From an optimization exercise on the open Yosys and OpenROAD flow, aimed at small area, a short achievable clock period and few clock cycles; shortcuts taken in it are not production practice. In this exercise RTL edits were held to simulation tests only and were not proved equivalent to the original.

===== flow/run.sh =====
#!/bin/bash
# synth_recipe.tcl (not shown) runs the flow's synth.tcl, then flattens the netlist and writes it again
# the make line also repeats each setting of config.mk as NAME=value (left out here)
make -C /OpenROAD-flow-scripts/flow DESIGN_CONFIG=/design/flow/config.mk WORK_HOME=/design/flow/orfs CLKGATE_MAP_FILE= SYNTH_SCRIPT=/design/flow/synth_recipe.tcl finish

===== flow/config.mk =====
export PLATFORM = sky130hd
export DESIGN_NAME = afp
export DESIGN_NICKNAME = afp
export VERILOG_FILES = /design/flow/design.v
export SDC_FILE = /design/flow/constraint.sdc
export NUM_CORES = 4
export LEC_CHECK = 0
export CAP_MARGIN = 20
export CORE_MARGIN = 2
export CORE_UTILIZATION = 40
export PLACE_DENSITY = 0.6
export SLEW_MARGIN = 20

===== flow/constraint.sdc =====
create_clock -name core_clock -period 10.0 [get_ports {clk}]
set_input_delay 2.0000 -clock core_clock [delete_from_list [all_inputs] [get_ports {clk}]]
set_output_delay 2.0000 -clock core_clock [all_outputs]
set_load 0.01 [all_outputs]

===== flow/design.v =====
module afp (
    input  wire        clk,
    input  wire        rst,
    input  wire        cmd_valid,
    output wire        cmd_ready,
    input  wire [2:0]  cmd_op,
    input  wire [31:0] cmd_pos,
    input  wire [31:0] cmd_len,
    input  wire [31:0] cmd_maxsz,
    input  wire [63:0] cmd_ts,
    input  wire [63:0] cmd_ctx,
    input  wire [7:0]  cmd_hb0,
    input  wire [7:0]  cmd_hb1,
    input  wire        cmd_fin,
    input  wire [7:0]  cmd_tin,
    input  wire [5:0]  cmd_lin,
    input  wire [7:0]  cmd_din,
    output wire        mem_req,
    output wire [29:0] mem_addr,
    input  wire        mem_gnt,
    input  wire        mem_rvalid,
    input  wire [31:0] mem_rdata,
    output wire        pk_valid,
    input  wire        pk_ready,
    input  wire        pk_s,
    output wire        pk_m,
    output wire [63:0] pk_ts,
    output wire        pk_fuv,
    output wire [7:0]  pk_fu0,
    output wire [7:0]  pk_fu1,
    output wire [7:0]  pk_fu2,
    output wire [31:0] pk_off,
    output wire [31:0] pk_len,
    output wire [63:0] pk_ctx,
    output reg         busy,
    output reg         done,
    output reg  [2:0]  result,
    output reg  [31:0] rpos,
    output reg  [2:0]  skip,
    output reg         fout,
    output reg  [5:0]  tout,
    output reg  [5:0]  lout,
    output reg  [2:0]  dout,
    output reg  [7:0]  eb0,
    output reg  [7:0]  eb1,
    output reg         key
);
    localparam [2:0] OP_SCAN  = 3'd0,
                     OP_SCLEN = 3'd1,
                     OP_HDEC  = 3'd2,
                     OP_HENC  = 3'd3,
                     OP_ISKEY = 3'd4,
                     OP_PKT   = 3'd5;
    localparam [5:0] FU_TYPE = 6'd49;
    localparam [3:0] PH_IDLE  = 4'd0,
                     PH_SCAN  = 4'd1,    
                     PH_SCLEN = 4'd2,    
                     PH_SKIP  = 4'd3,    
                     PH_SINGLE= 4'd4,    
                     PH_FH0   = 4'd5,    
                     PH_FH1   = 4'd6,    
                     PH_FLOOP = 4'd7,    
                     PH_FLAST = 4'd8,    
                     PH_ADV   = 4'd9,    
                     PH_FIN   = 4'd10;   
    localparam [1:0] SF_OP    = 2'd0,    
                     SF_FIRST = 2'd1,    
                     SF_NEXT  = 2'd2;    
    reg  [3:0]  ph;
    reg  [31:0] pos, len, maxsz;
    reg  [63:0] ts, ctx;
    reg  [31:0] sq;         
    reg  [1:0]  sz;         
    reg  [1:0]  sfor;
    reg  [2:0]  sci;
    reg  [7:0]  scb0, scb1, scb2, scb3;
    reg  [31:0] r1, cur, ulen, off, rem, flen;
    reg         mark;
    reg  [7:0]  fu1, fu2;
    reg         cval;
    reg  [29:0] ctag;
    reg  [31:0] cdata;
    reg         pend;
    reg  [29:0] ptag;
    reg  [31:0] baddr;
    reg         bneed;
    always @* begin
        baddr = sq;
        bneed = 1'b0;
        case (ph)
            PH_SCAN:  begin baddr = sq;                      bneed = (sq < len); end
            PH_SCLEN: begin baddr = pos + {29'd0, sci};      bneed = (sci < 3'd4) && ({1'b0, pos} + {30'd0, sci} < {1'b0, len}); end
            PH_SKIP:  begin baddr = cur;                     bneed = (cur < len); end
            PH_FH0:   begin baddr = cur;                     bneed = (ulen >= 32'd2); end
            PH_FH1:   begin baddr = cur + 32'd1;             bneed = 1'b1; end
            default:  begin baddr = sq;                      bneed = 1'b0; end
        endcase
    end
    wire       bhit  = cval && (ctag == baddr[31:2]);
    wire [7:0] bbyte = cdata[{baddr[1:0], 3'b000} +: 8];
    assign mem_req  = bneed && !bhit && !pend;
    assign mem_addr = baddr[31:2];
    assign cmd_ready = !busy;
    wire   accept    = cmd_valid && !busy;
    assign pk_valid = (ph == PH_SINGLE) || (ph == PH_FLAST) ||
                      ((ph == PH_FLOOP) && (rem > flen));
    assign pk_m     = (ph == PH_FLOOP) ? 1'b0 : mark;
    assign pk_ts    = ts;
    assign pk_ctx   = ctx;
    assign pk_fuv   = (ph != PH_SINGLE);
    assign pk_fu0   = {1'b0, FU_TYPE, 1'b0};
    assign pk_fu1   = fu1;
    assign pk_fu2   = fu2;
    assign pk_off   = (ph == PH_SINGLE) ? cur : off;
    assign pk_len   = (ph == PH_SINGLE) ? ulen : ((ph == PH_FLOOP) ? flen : rem);
    wire   pk_take  = pk_valid && pk_ready;
    wire        scan_end   = (sq >= len);
    wire        scan_match = bhit && (bbyte == 8'h01) && (sz == 2'd2);
    wire [31:0] scan_res   = scan_end ? len : (sq - 32'd2);
    wire        scan_done  = scan_end || scan_match;
    wire [32:0] sc_rem  = {1'b0, len} - {1'b0, pos};
    wire        sc_in   = (pos <= len);
    wire        sc_four = sc_in && (sc_rem >= 33'd4) && scb0 == 8'h00 && scb1 == 8'h00 &&
                          scb2 == 8'h00 && scb3 == 8'h01;
    wire        sc_three= sc_in && (sc_rem >= 33'd3) && scb0 == 8'h00 && scb1 == 8'h00 &&
                          scb2 == 8'h01;
    always @(posedge clk) begin
        if (rst) begin
            cval <= 1'b0;
            pend <= 1'b0;
        end else begin
            if (accept)
                cval <= 1'b0;
            if (mem_req && mem_gnt) begin
                pend <= 1'b1;
                ptag <= baddr[31:2];
            end
            if (mem_rvalid && pend) begin
                pend  <= 1'b0;
                cval  <= 1'b1;
                ctag  <= ptag;
                cdata <= mem_rdata;
            end
        end
    end
    always @(posedge clk) begin
        if (rst) begin
            ph     <= PH_IDLE;
            busy   <= 1'b0;
            done   <= 1'b0;
            result <= 3'd0;
        end else begin
            case (ph)
            PH_IDLE: begin
                if (accept) begin
                    pos    <= cmd_pos;
                    len    <= cmd_len;
                    maxsz  <= cmd_maxsz;
                    ts     <= cmd_ts;
                    ctx    <= cmd_ctx;
                    result <= 3'd0;
                    case (cmd_op)
                    OP_SCAN: begin
                        busy <= 1'b1;
                        done <= 1'b0;
                        sq   <= cmd_pos;
                        sz   <= 2'd0;
                        sfor <= SF_OP;
                        ph   <= PH_SCAN;
                    end
                    OP_SCLEN: begin
                        busy <= 1'b1;
                        done <= 1'b0;
                        sci  <= 3'd0;
                        scb0 <= 8'hff;
                        scb1 <= 8'hff;
                        scb2 <= 8'hff;
                        scb3 <= 8'hff;
                        ph   <= PH_SCLEN;
                    end
                    OP_HDEC: begin
                        fout <= cmd_hb0[7];
                        tout <= cmd_hb0[6:1];
                        lout <= {cmd_hb0[0], cmd_hb1[7:3]};
                        dout <= cmd_hb1[2:0];
                        done <= 1'b1;
                    end
                    OP_HENC: begin
                        eb0  <= {cmd_fin, cmd_tin[5:0], cmd_lin[5]};
                        eb1  <= {cmd_lin[4:0], cmd_din[2:0]};
                        done <= 1'b1;
                    end
                    OP_ISKEY: begin
                        key  <= (cmd_tin >= 8'd16) && (cmd_tin <= 8'd21);
                        done <= 1'b1;
                    end
                    OP_PKT: begin
                        if (cmd_maxsz < 32'd4) begin
                            result <= 3'b100;
                            done   <= 1'b1;
                        end else begin
                            busy <= 1'b1;
                            done <= 1'b0;
                            sq   <= 32'd0;
                            sz   <= 2'd0;
                            sfor <= SF_FIRST;
                            ph   <= PH_SCAN;
                        end
                    end
                    default: begin
                        result <= 3'b100;
                        done   <= 1'b1;
                    end
                    endcase
                end
            end
            PH_SCAN: begin
                if (scan_done) begin
                    case (sfor)
                    SF_OP: begin
                        rpos <= scan_res;
                        ph   <= PH_FIN;
                    end
                    SF_FIRST: begin
                        if (scan_res < len) begin
                            cur <= scan_res + 32'd3;
                            ph  <= PH_SKIP;
                        end else begin
                            ph  <= PH_FIN;
                        end
                    end
                    default: begin
                        r1   <= scan_res;
                        mark <= (scan_res == len);
                        ulen <= scan_res - cur;
                        if (scan_res - cur <= maxsz)
                            ph <= PH_SINGLE;
                        else
                            ph <= PH_FH0;
                    end
                    endcase
                end else if (bhit) begin
                    sq <= sq + 32'd1;
                    if (bbyte == 8'h00)
                        sz <= (sz == 2'd2) ? 2'd2 : sz + 2'd1;
                    else
                        sz <= 2'd0;
                end
            end
            PH_SCLEN: begin
                if (!bneed) begin
                    skip <= sc_four ? 3'd4 : (sc_three ? 3'd3 : 3'd0);
                    ph   <= PH_FIN;
                end else if (bhit) begin
                    case (sci[1:0])
                        2'd0: scb0 <= bbyte;
                        2'd1: scb1 <= bbyte;
                        2'd2: scb2 <= bbyte;
                        default: scb3 <= bbyte;
                    endcase
                    sci <= sci + 3'd1;
                end
            end
            PH_SKIP: begin
                if (!bneed || (bhit && bbyte != 8'h00)) begin
                    sq   <= cur;
                    sz   <= 2'd0;
                    sfor <= SF_NEXT;
                    ph   <= PH_SCAN;
                end else if (bhit) begin
                    cur <= cur + 32'd1;
                end
            end
            PH_SINGLE: begin
                if (pk_take) begin
                    result[0] <= result[0] | pk_s;
                    ph        <= PH_ADV;
                end
            end
            PH_FH0: begin
                if (!bneed) begin
                    result[1] <= 1'b1;
                    ph        <= PH_ADV;
                end else if (bhit) begin
                    fu2 <= {2'b10, bbyte[6:1]};
                    ph  <= PH_FH1;
                end
            end
            PH_FH1: begin
                if (bhit) begin
                    fu1  <= {5'd0, bbyte[2:0]};
                    off  <= cur + 32'd2;
                    rem  <= ulen - 32'd2;
                    flen <= maxsz - 32'd3;
                    ph   <= PH_FLOOP;
                end
            end
            PH_FLOOP: begin
                if (rem > flen) begin
                    if (pk_take) begin
                        result[0] <= result[0] | pk_s;
                        off       <= off + flen;
                        rem       <= rem - flen;
                        fu2[7]    <= 1'b0;
                    end
                end else begin
                    fu2[6] <= 1'b1;
                    ph     <= PH_FLAST;
                end
            end
            PH_FLAST: begin
                if (pk_take) begin
                    result[0] <= result[0] | pk_s;
                    ph        <= PH_ADV;
                end
            end
            PH_ADV: begin
                if (r1 < len) begin
                    cur <= r1 + 32'd3;
                    ph  <= PH_SKIP;
                end else begin
                    ph  <= PH_FIN;
                end
            end
            PH_FIN: begin
                busy <= 1'b0;
                done <= 1'b1;
                ph   <= PH_IDLE;
            end
            default: ph <= PH_IDLE;
            endcase
        end
    end
endmodule

==> qor.tcl <==
set qor(clkPwrFrac_pct) 27.3
set qor(crit_required_ns) 10.56
set qor(leakagePower_nw) 19.8
set qor(min_delay_worst_endpoint) {ctag[1]}
set qor(grt_pass1_vias) 33968
set qor(post-cts-setup-buffer-count) 0
set qor(std_cell_rows) 119
set qor(detail_route.wl_per_cell_um) 25.8
set qor(switching_power_total_mw) 4.00
set qor(fp.dieArea_um2) 108000
set qor(synth_flop_cell) {edfxtp_1}
set qor(hold_violations) 0
set qor(clock-skew-final_ns) 0.0478
set qor(final-setup-viol-count) 0
set qor(initial_core_util_pct) 40.3
set qor(dp_hpwl_um) 126000
set qor(grt_first_pass_wirelength_um) 226000
set qor(max_freq_ghz) 0.112
set qor(area_after_detailed_placement_um2) 50300
set qor(grt_util_all_layers_pct) 28.4
set qor(fin_crit_ns) 8.94
set qor(nets) 5336
set qor(clock-sinks) 669
set qor(h-tree-depth) 3
set qor(rsz0062_at_grt) {no}
set qor(yosys.area.top_type_share_pct) 46.7
set qor(via_count) 35684
set qor(die-height_um) 329
set qor(hold_path.startpoint) {ptag[1]}
set qor(post-route-drc-count) 0
set qor(clockRootBuffer) {clkbuf_16}
set qor(fp.dieW_um) 329
set qor(post_synth_instance_area_um2) 42300
set qor(synth.yosys.warnings) 1
set qor(io_buffer_count) 610
set qor(total_of_flip_flops_plus_latches_after_synthesis) 669
set qor(synthToLayoutAreaGrowth_pct) 24.9
set qor(power.total_mw) 10.7
set qor(hold_path_cells) 0
set qor(coreArea_um2) 105000
set qor(route.antenna.remaining_nets) 0
set qor(slew_viol_final) 0
set qor(critPathLaunch) {len[26]}
set qor(mapped_cells) 4076
set qor(clkTransAtPathRegs_ns) 0.06
set qor(power.density_nw_per_um2) 202
set qor(critical_path.max_fanout) 47
set qor(clk-insertion-delay-late_ns) 0.69
set qor(grt.overflow.total) 0
set qor(synth_enable_flop_cells) 658
set qor(cell_internal_pwr_mw) 6.70
set qor(final_cell_count_no_fill) 6151
set qor(tritoncts) {yes}
set qor(detail_route.vias_per_cell) 5.80
set qor(worst-endpoint-arrival_ns) 9.50
set qor(crit_path_start_kind) {register}
set qor(ir_drop_v) 0.000130
set qor(routed_wl_um) 159000
set qor(design.portCount) 629
set qor(crit_path_top_delay_cell) {a2111oi_0}
set qor(synth_async_sr_flop_share_pct) 0
set qor(cts_buffers) 80
set qor(hold_buffers) 0
set qor(synth.distinct_cells) 94
set qor(fraction_of_layout_cells_with_a_size_suffix_above_1_pct) 6.81
set qor(hold_path.class) {register to register}
set qor(post-route-period-util_pct) 89.4
set qor(outcome) {no timing/DRC/antenna violations}
set qor(post_cts_resize_count) 0
set qor(critPathMaxStageDelay_ns) 0.84
set qor(gp_congestion) 0.952
set qor(switching_share_pct) 37.4
set qor(syn-mean-instance-area_um2) 10.4
set qor(r2r_end) {ph[0]}
set qor(synth.yosys.seq_area_share_pct) 47.2
set qor(first_iteration_detailed_routing_drc_count) 3899
set qor(placed_cells) 6003
set qor(end_kind) {register}
set qor(r2r.worst_path.cells) 32
set qor(drt_first_pass_iters) 5
set qor(synth_top_cells_by_area) {edfxtp_1, ha_1, xnor2_1, o21ai_0, a21oi_1}
set qor(criticalPathCategory) {register to register}
set qor(reg2reg_from) {len[26]}
set qor(finalInstanceArea_um2) 52900
set qor(synth_area_leader_cell) {edfxtp_1}
set qor(cts-root-to-sink-buffers) 3
set qor(maximum_capacitance_violations) 0
set qor(slew_headroom_pct) 22.1
set qor(ff2ff_setup_slack_ns) 1.06
set qor(share_comb_of_total_power_pct) 38.0
set qor(grt_antenna_before_repair) 6
set qor(totalNegativeSetupSlack_ns) 0
set qor(p_seq_share_pct) 34.7
set qor(max_slew.worst_pin.slew_ns) 1.17
set qor(grt_max_degree) 154
[area by class of cell]
type	count	area, um2
clock inverters	47	467
clock buffers	97	2110
multi-input cells	2988	20800
diodes	3	7.51
repair buffers	704	6820
well taps	1391	1740
fillers	9667	52200
flip-flops and latches	669	20000
inverters	252	946
[power by group through the flow]
stage                     clock network (mW)  registers, mW  logic [mW]
after CTS                               2.98           3.70        4.00
after global routing                    3.07           3.74        4.35
after detailed placement                   0           3.76        3.97
final                                   2.92           3.72        4.06
after global placement                     0           3.75        3.95
after floorplan                            0           3.69        2.32
[layer usage]
metal  share of wire [%]  vias up  wire length (um)  GRT usage, %
met2                  44     1699             70600          44.1
li1                    -    16455                 -             -
met4                 4.9        2              7800          13.2
met5              0.0076        -                12             0
met1                  42    17260             66800          38.7
met3                 8.5      268             13500          5.02
[layout by cell type, fill, tap and decap left out, types with 14 or more instances in the layout]
cell,count
inv_1,251
and2_1,19
a221o_1,18
clkdlybuf4s50_1,610
and4_1,14
clkbuf_16,81
nor3_1,98
buf_4,92
nor3b_1,15
a31oi_1,32
a221oi_1,25
or2_2,17
mux2i_1,32
ha_1,331
nand2_1,306
clkbuf_1,14
a21o_1,116
nand3_1,124
a21oi_1,241
nand2b_1,43
xnor2_1,232
edfxtp_1,658
nor4_1,72
o211ai_1,21
o2111ai_1,14
o21bai_1,21
or4_1,15
nor2b_1,30
or3_1,30
nor2_1,259
xor2_1,111
clkinv_1,17
a211oi_1,20
and3_1,32
nand4_1,95
mux2_2,45
o21a_1,39
a22oi_1,41
o21ai_0,281
[sequential cells by signal, indices dropped and copies added, names as in the netlist, 30 cells and up]
register  count
ctag         30
ts           64
ulen         32
maxsz        32
rem          32
sq           32
flen         32
off          32
len          32
cdata        32
r1           32
pos          32
ptag         30
cur          32
rpos         32
ctx          64
[metrics by stage]
step / utilization, % / setup WS, ns / hold WS (ns)
after floorplan: - / 0.0645 / 0.400
after global placement: 47.8 / 1.28 / 0.400
after detailed placement: 47.8 / 1.19 / 0.405
after CTS: 50.3 / 1.16 / 0.410
after global routing: 50.3 / 0.466 / 0.423
final: 50.3 / 1.06 / 0.410
[how the worst max path moves through the flow]
stage / end / slack [ns] / depth (start not counted)
floorplan: dout[0] / 0.06 / 5
global placement: ph[0] / 1.28 / 36
detailed placement: ph[0] / 1.19 / 36
CTS: ph[0] / 1.16 / 36
global route: ph[0] / 0.47 / 32
finish: ph[0] / 1.06 / 32
[worst max-delay path, delay by kind of cell, from the launching register on]
family                   cells  cell delay (ns)
AND/OR/NAND/NOR             15             3.38
AO/OA/AOI/OAI               10             2.82
buffers and inverters        3             0.97
adder cells (fa/ha/maj)      3             0.92
flip-flops                   1             0.44
XOR/XNOR                     1             0.25
[synth_stat cells (10+ instances only)]
master	instances
buf_2	16
buf_4	19
clkbuf_1	125
mux2_2	45
and3_1	35
nor2_1	261
nand2_1	308
nor3_1	103
and2_1	20
a2111oi_0	10
o31ai_1	11
or4_1	15
nor2b_1	31
a21o_1	116
o21bai_1	21
and4_1	14
o211ai_1	21
nand2b_1	43
nand3_1	126
inv_1	251
nor4_1	73
or2_2	17
buf_1	16
a21oi_1	244
o21ai_0	281
o2111ai_1	14
a22oi_1	41
edfxtp_1	658
xor2_1	111
or3_1	30
nand4_1	95
a211o_1	10
a221o_1	18
nor3b_1	16
dfxtp_1	11
a211oi_1	20
a31oi_1	32
ha_1	331
xnor2_1	232
o21a_1	39
mux2i_1	32
a221oi_1	26
[logic make-up after synthesis]
group	share of synthesized area [%]
AO/OA/AOI/OAI	14.9
flip-flops	47.2
AND/OR/NAND/NOR	14.8
buffers and inverters	4.05
XOR/XNOR	7.10
multiplexers	1.98
other	0.0177
adder cells (fa/ha/maj)	10.0
Testbench counts, summed over its fixed seeds: cycles 448,849.

## re-timing with driven ports
In the flow no input, the clock included, has a driving cell. The finished layout below was timed again as built, in two steps. Step 1 assumes that a clkbuf_16 drives the clock port and a buf_2 every other input. Step 2 times the ports against the registers' clock, not the clock port: input delays grow and output delays shrink by t, the midpoint of the rising clock arrivals with the driver on. a / b / c = ideal / step 1 / step 2; a / b = the first two.
t (ns): 0.738
slack for setup (ns): 1.061 / 1.061 / 1.061
latest minus earliest clock arrival (ns): 0.048 / 0.048
worst slew at a driven data input, ns: 0.15
After both steps setup and hold are still met in this run. The setup slack of this run moves by 0.000 ns with the drivers and by 0.000 ns with both steps.
